What follows belongs to an exercise in optimizing a design on an open flow for small area, a short achievable clock period and few clock cycles per item; a production flow would make more cautious choices. Where RTL was checked, it was by simulation tests only, not by an equivalence proof against the original.

==> flow/design.v (excerpt) <==
module isg_extract (
    input  wire        clk,
    input  wire        rst,         
    input  wire        cfg_we,
    input  wire [5:0]  cfg_addr,
    input  wire [5:0]  cfg_pos,
    input  wire [6:0]  npos,        
    input  wire [31:0] qstep,       
    input  wire        variant,     
    input  wire        in_valid,
    input  wire [7:0]  in_data,
    output wire        in_ready,
    output reg         done,
    output reg  [63:0] bits_out
);
Size: about 2400 flip-flops, about 0.11 mm2 of cells after synthesis.
==> flow/config.mk <==
export PLATFORM = sky130hd
export DESIGN_NAME = isg_extract
export DESIGN_NICKNAME = isg_extract
export VERILOG_FILES = /design/flow/design.v
export SDC_FILE = /design/flow/constraint.sdc
export NUM_CORES = 4
export LEC_CHECK = 0
export ABC_AREA = 1
export CAP_MARGIN = 20
export CORE_MARGIN = 2
export CORE_UTILIZATION = 55
export PLACE_DENSITY = 0.7
export SLEW_MARGIN = 20
==> flow/constraint.sdc <==
create_clock -name core_clock -period 13.0 [get_ports {clk}]
set_input_delay 2.6000 -clock core_clock [delete_from_list [all_inputs] [get_ports {clk}]]
set_output_delay 2.6000 -clock core_clock [all_outputs]
set_load 0.01 [all_outputs]
run.sh (not shown) runs the stock make flow with config.mk's settings and CLKGATE_MAP_FILE= SYNTH_SCRIPT=/design/flow/synth_recipe.tcl, a recipe that flattens the netlist after the stock synthesis.
Testbench counts at the start, summed over its fixed seeds: cycles 26,064, items 320.
==> next run, changes <==
--- a/flow/design.v
+++ b/flow/design.v
@@ -21,25 +21,26 @@
     reg [5:0]  pos_tab [0:63];
     always @(posedge clk) begin
         cfg_we_r   <= cfg_we;
         cfg_addr_r <= cfg_addr;
         cfg_pos_r  <= cfg_pos;
         qstep_r    <= qstep;
         variant_r  <= variant;
-        npos_r     <= npos | {6'd0, (npos == 7'd0)};    
+        npos_r     <= npos;
         if (cfg_we_r)
             pos_tab[cfg_addr_r] <= cfg_pos_r;
     end
     reg  [5:0] c;             
     reg  [5:0] ld_cnt;        
     reg        in_ready_r;
     reg        smp_v;
     reg  [7:0] smp_r;         
     assign in_ready = in_ready_r;
-    wire accept = in_valid & in_ready_r;
+    wire ir_cur;               
+    wire accept = in_valid & ir_cur;
     always @(posedge clk) begin
         smp_r <= {~in_data[7], in_data[6:0]};
         smp_v <= accept & ~rst;
     end
     reg  [511:0] ringv;
     wire [7:0]   ring63 = ringv[511:504];
     wire [7:0]   tail_in = smp_v ? smp_r : ring63;
@@ -70,53 +71,51 @@
     wire       nrev_load, nrev_stream, nrev_recirc, nrev_tag;
     wire [2:0] nrev_k;
     wire       stream_ok, rev_ok;
     wire [3:0] pleft;
     wire [2:0] knext;
     wire       ld_tag;
     wire [1:0] blk_out;       
-    wire       ir_cur;
     reg        idle_d;
     reg [2:0]  meta_k;
     reg        meta_tag;
     reg        dbusy;
     reg [4:0]  dcnt;
     wire       any_pend;
     wire       last_res;
     reg        fast;
     wire idle_all  = (ld_cnt == 6'd0) && (blk_out == 2'd0);
     wire [3:0] ptot = ({1'b0, npos_r} + 8'd7) >> 3;
     wire quiet      = !rev_stream && !rev_recirc && !any_pend && !dbusy;
     wire thr        = fast || quiet || idle_all;
     localparam integer SW = 39;
-    reg  [SW-14:0] st_r0, st_r1;
+    reg  [SW-13:0] st_r0, st_r1;
     reg            sel_r;
-    wire [SW-14:0] st_rest = sel_r ? st_r1 : st_r0;
-    assign {ld_tag, pleft, knext,
+    wire [SW-13:0] st_rest = sel_r ? st_r1 : st_r0;
+    assign {ir_cur, ld_tag, pleft, knext,
             nrev_load, nrev_stream, nrev_recirc, nrev_tag, nrev_k,
             rev_load, rev_stream, rev_recirc, rev_tag, rev_k,
             stream_ok, rev_ok, blk_out} = st_rest;
-    assign ir_cur = in_ready_r;
-    wire [SW-1:0] st_now = {c, ld_cnt, in_ready_r, st_rest};
+    wire [SW-1:0] st_now = {c, ld_cnt, st_rest};
     wire [SW-1:0] st_a0, st_a1;
     wire blk_a1;
     isg_sched u_s0 (.acc(1'b0), .st(st_now), .smp_v(smp_v), .ptot(ptot), .thr(thr),
                     .idle_all(idle_all), .last_res(last_res), .nx(st_a0), .blk_now());
     isg_sched u_s1 (.acc(1'b1), .st(st_now), .smp_v(smp_v), .ptot(ptot), .thr(thr),
                     .idle_all(idle_all), .last_res(last_res), .nx(st_a1), .blk_now(blk_a1));
     wire [SW-1:0] st_rst = {6'd63, 6'd0, 1'b1, 1'b0, 4'd0, 3'd0,
                             1'b1, 1'b1, 1'b0, 1'b0, 3'd0,
                             1'b0, 1'b0, 1'b0, 1'b0, 3'd0,
                             1'b0, 1'b0, 2'd0};
     always @(posedge clk) begin
         if (rst) begin
-            st_r0 <= st_rst[SW-14:0]; st_r1 <= st_rst[SW-14:0]; sel_r <= 1'b0;
+            st_r0 <= st_rst[SW-13:0]; st_r1 <= st_rst[SW-13:0]; sel_r <= 1'b0;
             in_ready_r <= 1'b1; c <= 6'd63; ld_cnt <= 6'd0;
         end else begin
-            st_r0 <= st_a0[SW-14:0]; st_r1 <= st_a1[SW-14:0]; sel_r <= accept;
+            st_r0 <= st_a0[SW-13:0]; st_r1 <= st_a1[SW-13:0]; sel_r <= accept;
             {c, ld_cnt, in_ready_r} <= accept ? st_a1[SW-1:SW-13] : st_a0[SW-1:SW-13];
         end
     end
     always @(posedge clk) begin
         if (c[2:0] == 3'd6) begin
             meta_k <= rev_k; meta_tag <= rev_tag;
         end
@@ -617,17 +616,17 @@
     wire [35:0]  res_head = resv[287:252];
     wire         head_pend = res_head[35];
     wire         head_tag  = res_head[34];
     wire [5:0]   head_p    = res_head[33:28];
     wire [27:0]  head_c    = res_head[27:0];
     reg          out_tag;
     wire         d_free = !dbusy || (dcnt == 5'd0);
-    wire         take = d_free && head_pend && (head_tag == out_tag);
+    wire         take = d_free && head_pend && (head_tag == out_tag) && !rst;
     wire [35:0]  res_in = h_v ? {1'b1, h_tag, h_p, h_c}
-                              : {head_pend & ~take, res_head[34:0]};
+                              : {head_pend & ~take & ~rst, res_head[34:0]};
     integer ri;
     reg [7:0] pend_bits;
     always @* begin
         for (ri = 0; ri < 8; ri = ri + 1)
             pend_bits[ri] = resv[36*ri + 35];
     end
     assign any_pend = |pend_bits;
Effect: Routed wire length goes down by a few percent; worst hold slack is worse by 0.073 ns; sequential share of layout area grows by 0.32 points; register-to-register slack gets worse by 0.41 ns; setup slack gets worse by 0.41 ns.
The RTL of the second run of this note was laid out without a check of its function.


Another version of the RTL of isg_extract (not shown whole).
Size in the first run: ~15000 cells after synthesis, roughly 130 I/O pins.
make LEC_CHECK=0 ABC_AREA=1 CAP_MARGIN=20 CORE_MARGIN=2 CORE_UTILIZATION=55 PLACE_DENSITY=0.7 SLEW_MARGIN=20 finish   # period 13.0 ns
The first run produced a clean layout.
Change:
--- a/flow/design.v
+++ b/flow/design.v
@@ -24,26 +24,26 @@
         cfg_addr_r <= cfg_addr;
         cfg_pos_r  <= cfg_pos;
         qstep_r    <= qstep;
         variant_r  <= variant;
         npos_r     <= npos;
         if (cfg_we_r)
             pos_tab[cfg_addr_r] <= cfg_pos_r;
     end
-    reg  [5:0] c;             
-    reg  [5:0] ld_cnt;        
+    wire [5:0] c;             
+    wire [5:0] ld_cnt;        
     reg        in_ready_r;
     reg        smp_v;
     reg  [7:0] smp_r;         
     assign in_ready = in_ready_r;
-    wire accept = in_valid & in_ready_r & ~rst;
+    wire accept = in_valid & in_ready_r;
     always @(posedge clk) begin
         smp_r <= {~in_data[7], in_data[6:0]};
-        smp_v <= accept;
+        smp_v <= accept & ~rst;
     end
     reg  [567:0] ringv;
     wire [7:0]   tail_in = smp_v ? smp_r : ringv[511:504];
     always @(posedge clk)
         ringv <= {ringv[559:0], tail_in};
     wire [2:0] fm    = c[5:3] + 3'd1;
     wire       fwin2 = (fm != 3'd0) && (fm <= 3'd4);
     wire [1:0] fsel  = fm[1:0] - 2'd1;         
@@ -89,56 +89,62 @@
                 f_om[fy] <= gm[fy] - gm[7 - fy];
             end
             f_x     <= fwin2 ? (fm[1:0] - 2'd1) : (2'd0 - fm[1:0]);
             f_first <= fwin2 ? (fm == 3'd1) : (fm == 3'd5);
             f_last  <= fwin2 ? (fm == 3'd4) : (fm == 3'd0);
             f_half  <= fwin2;
         end
     end
-    reg        rev_load, rev_stream, rev_recirc, rev_tag;
-    reg [2:0]  rev_k;
-    reg        nrev_load, nrev_stream, nrev_recirc, nrev_tag;
-    reg [2:0]  nrev_k;
-    reg        stream_ok, rev_ok;
-    reg [3:0]  pleft;
-    reg [2:0]  knext;
-    reg        ld_tag;
-    reg [1:0]  blk_out;       
+    wire       rev_load, rev_stream, rev_recirc, rev_tag;
+    wire [2:0] rev_k;
+    wire       nrev_load, nrev_stream, nrev_recirc, nrev_tag;
+    wire [2:0] nrev_k;
+    wire       stream_ok, rev_ok;
+    wire [3:0] pleft;
+    wire [2:0] knext;
+    wire       ld_tag;
+    wire [1:0] blk_out;       
+    wire       ir_cur;
     reg        idle_d;
     reg [2:0]  prev_k;        
     reg        prev_tag;
     wire       dbusy0, dbusy1;
     wire       any_pend;
     wire       last_res;
     reg        fast;
     wire idle_all  = (ld_cnt == 6'd0) && (blk_out == 2'd0);
     wire [3:0] ptot = fast ? (({1'b0, npos_r} + 8'd15) >> 4) : (({1'b0, npos_r} + 8'd7) >> 3);
     wire quiet      = !rev_stream && !rev_recirc && !any_pend && !dbusy0 && !dbusy1;
     wire thr        = fast || quiet || idle_all;
     localparam integer SW = 39;
-    wire [SW-1:0] st_now = {c, ld_cnt, in_ready_r, ld_tag, pleft, knext,
-                            nrev_load, nrev_stream, nrev_recirc, nrev_tag, nrev_k,
-                            rev_load, rev_stream, rev_recirc, rev_tag, rev_k,
-                            stream_ok, rev_ok, blk_out};
+    reg  [SW-1:0] st_r0, st_r1;
+    reg           sel_r;
+    wire [SW-1:0] st_now = sel_r ? st_r1 : st_r0;
+    assign {c, ld_cnt, ir_cur, ld_tag, pleft, knext,
+            nrev_load, nrev_stream, nrev_recirc, nrev_tag, nrev_k,
+            rev_load, rev_stream, rev_recirc, rev_tag, rev_k,
+            stream_ok, rev_ok, blk_out} = st_now;
     wire [SW-1:0] st_a0, st_a1;
     wire blk_a1;
     isg_sched u_s0 (.acc(1'b0), .st(st_now), .smp_v(smp_v), .ptot(ptot), .thr(thr),
                     .idle_all(idle_all), .last_res(last_res), .nx(st_a0), .blk_now());
     isg_sched u_s1 (.acc(1'b1), .st(st_now), .smp_v(smp_v), .ptot(ptot), .thr(thr),
                     .idle_all(idle_all), .last_res(last_res), .nx(st_a1), .blk_now(blk_a1));
     wire [SW-1:0] st_rst = {6'd63, 6'd0, 1'b1, 1'b0, 4'd0, 3'd0,
                             1'b1, 1'b1, 1'b0, 1'b0, 3'd0,
                             1'b0, 1'b0, 1'b0, 1'b0, 3'd0,
                             1'b0, 1'b0, 2'd0};
     always @(posedge clk) begin
-        {c, ld_cnt, in_ready_r, ld_tag, pleft, knext,
-         nrev_load, nrev_stream, nrev_recirc, nrev_tag, nrev_k,
-         rev_load, rev_stream, rev_recirc, rev_tag, rev_k,
-         stream_ok, rev_ok, blk_out} <= rst ? st_rst : (accept ? st_a1 : st_a0);
+        if (rst) begin
+            st_r0 <= st_rst; st_r1 <= st_rst; sel_r <= 1'b0; in_ready_r <= 1'b1;
+        end else begin
+            st_r0 <= st_a0; st_r1 <= st_a1; sel_r <= accept;
+            in_ready_r <= accept ? st_a1[SW-13] : st_a0[SW-13];
+        end
         if (c == 6'd63) begin
             prev_k <= rev_k; prev_tag <= rev_tag;
         end
     end
     wire [2:0] rd_j  = c[2:0] + 3'd1;
     wire [2:0] rd_m  = c[5:3] + {2'b00, (c[2:0] == 3'd7)};
     wire       rd_h2 = (rd_m != 3'd0) && (rd_m <= 3'd4);
     wire [2:0] rd_k  = rd_h2 ? prev_k : ((rd_m == 3'd0 && c[2:0] != 3'd7) ? prev_k : rev_k);
Cell area is higher by about 1.1%.
Die area is higher by 1.1%.
Cell count is higher by about 1.2%.
Worst setup slack gets better by 1100 ps.
Core utilization barely changes.
Non-clock buffer count is higher by 19.
Sequential share of layout area stays flat.
Wire length stays flat.
No functional check of the RTL was part of any run of this note.


== run 3 ==
isg_extract, a different RTL version from the one above (not shown whole).
Size: roughly 11000 cells after synthesis, about 130 I/O pins, roughly 0.11 sq mm of cells after synthesis.
==> flow/design.v (excerpt) <==
module isg_extract (
    input  wire        clk,
    input  wire        rst,         
    input  wire        cfg_we,
    input  wire [5:0]  cfg_addr,
    input  wire [5:0]  cfg_pos,
    input  wire [6:0]  npos,        
    input  wire [31:0] qstep,       
    input  wire        variant,     
    input  wire        in_valid,
    input  wire [7:0]  in_data,
    output wire        in_ready,
    output reg         done,
    output reg  [63:0] bits_out
);
Settings: LEC_CHECK=0, ABC_AREA=1, CAP_MARGIN=20, CORE_MARGIN=2, CORE_UTILIZATION=55, PLACE_DENSITY=0.7, SLEW_MARGIN=20; clock period 13.0 ns.
Run 3: no failed stages, no open violations at the end
Testbench counts of run 3, summed over its fixed seeds: cycles 26,064, items 320.
## Diff of input files: run 4 against run 3
diff --git a/flow/design.v b/flow/design.v
--- a/flow/design.v
+++ b/flow/design.v
@@ -16,25 +16,25 @@
     reg        cfg_we_r;
     reg [5:0]  cfg_addr_r, cfg_pos_r;
     reg [31:0] qstep_r;
     reg        variant_r;
     reg [6:0]  npos_r;
     reg [5:0]  pos_tab [0:63];
     always @(posedge clk) begin
         cfg_we_r   <= cfg_we;
         cfg_addr_r <= cfg_addr;
         cfg_pos_r  <= cfg_pos;
         qstep_r    <= qstep;
         variant_r  <= variant;
-        npos_r     <= npos | {6'd0, (npos == 7'd0)};    
+        npos_r     <= npos;
         if (cfg_we_r)
             pos_tab[cfg_addr_r] <= cfg_pos_r;
     end
     reg  [5:0] c;             
     reg  [5:0] ld_cnt;        
     reg        in_ready_r;
     reg        smp_v;
     reg  [7:0] smp_r;         
     assign in_ready = in_ready_r;
     wire accept = in_valid & in_ready_r;
     always @(posedge clk) begin
         smp_r <= {~in_data[7], in_data[6:0]};
Findings:
No run among run 4 and run 3 stopped early or left any final violation; all are clean.
NOTE routed wire length run 3->run 4 increased by a little under 10%
In terms of non-clock buffer area fraction after layout, run 4 and run 3 differ only marginally.
Run 4 vs. run 3: post-placement worst setup slack now larger, worst hold slack now smaller, non-filler instance count after layout now larger, shortest clock period the worst path allows after layout now smaller.
Taking run 3 as the reference, in run 4 count of vias placed by the detailed router up 255, portion of the clock cycle consumed by the worst path in the final layout went down 4.6 points.
When run 4 is set beside run 3, its maximum fanout along the worst path turns out to be 26 smaller.
Lower count of clock-buffer cells in the layout goes to run 4 over run 3.
The clock skew on run 3 is in line with that on run 4.
met2 capacity usage during global routing was higher in the run labelled run 4.
Testbench counts of run 4, summed over its fixed seeds: cycles 26,064, items 320.

-- separate check: timing with driven ports --
How much do the figures lean on ideal ports? The routed layouts below were timed once more, with nothing changed but the port constraints.
Step 1, drivers: a clkbuf_16 drives clk and a buf_2 each remaining input, both assumed.
Step 2 times the ports against the registers' clock, not the clock port: input delays grow and output delays shrink by t, the midpoint of the rising clock arrivals with the driver on.
a / b / c = ideal / step 1 / step 2; a / b = the first two.
run	t (ns)	slack for setup (ns)	worst setup path at the end	worst register clock-pin slew, ns
the first run of note 1	0.932	8.161 / 8.161 / 8.161	register to register	0.07 / 0.07
the second run of note 1	0.944	7.749 / 7.749 / 7.749	register to register	0.07 / 0.07
the first run of note 2	1.034	4.073 / 4.149 / 3.115	input to register	0.07 / 0.07
the second run of note 2	0.938	5.141 / 5.213 / 4.275	input to register	0.07 / 0.07
run 3	0.946	7.765 / 7.832 / 6.885	input to register	0.07 / 0.07
run 4	0.949	8.368 / 8.368 / 7.743	input to register	0.08 / 0.08
After both steps every run listed still meets setup and hold. For the first run of note 2, which loses most, drivers alone change the setup slack by +0.076 ns; drivers and shift together by -0.958 ns.
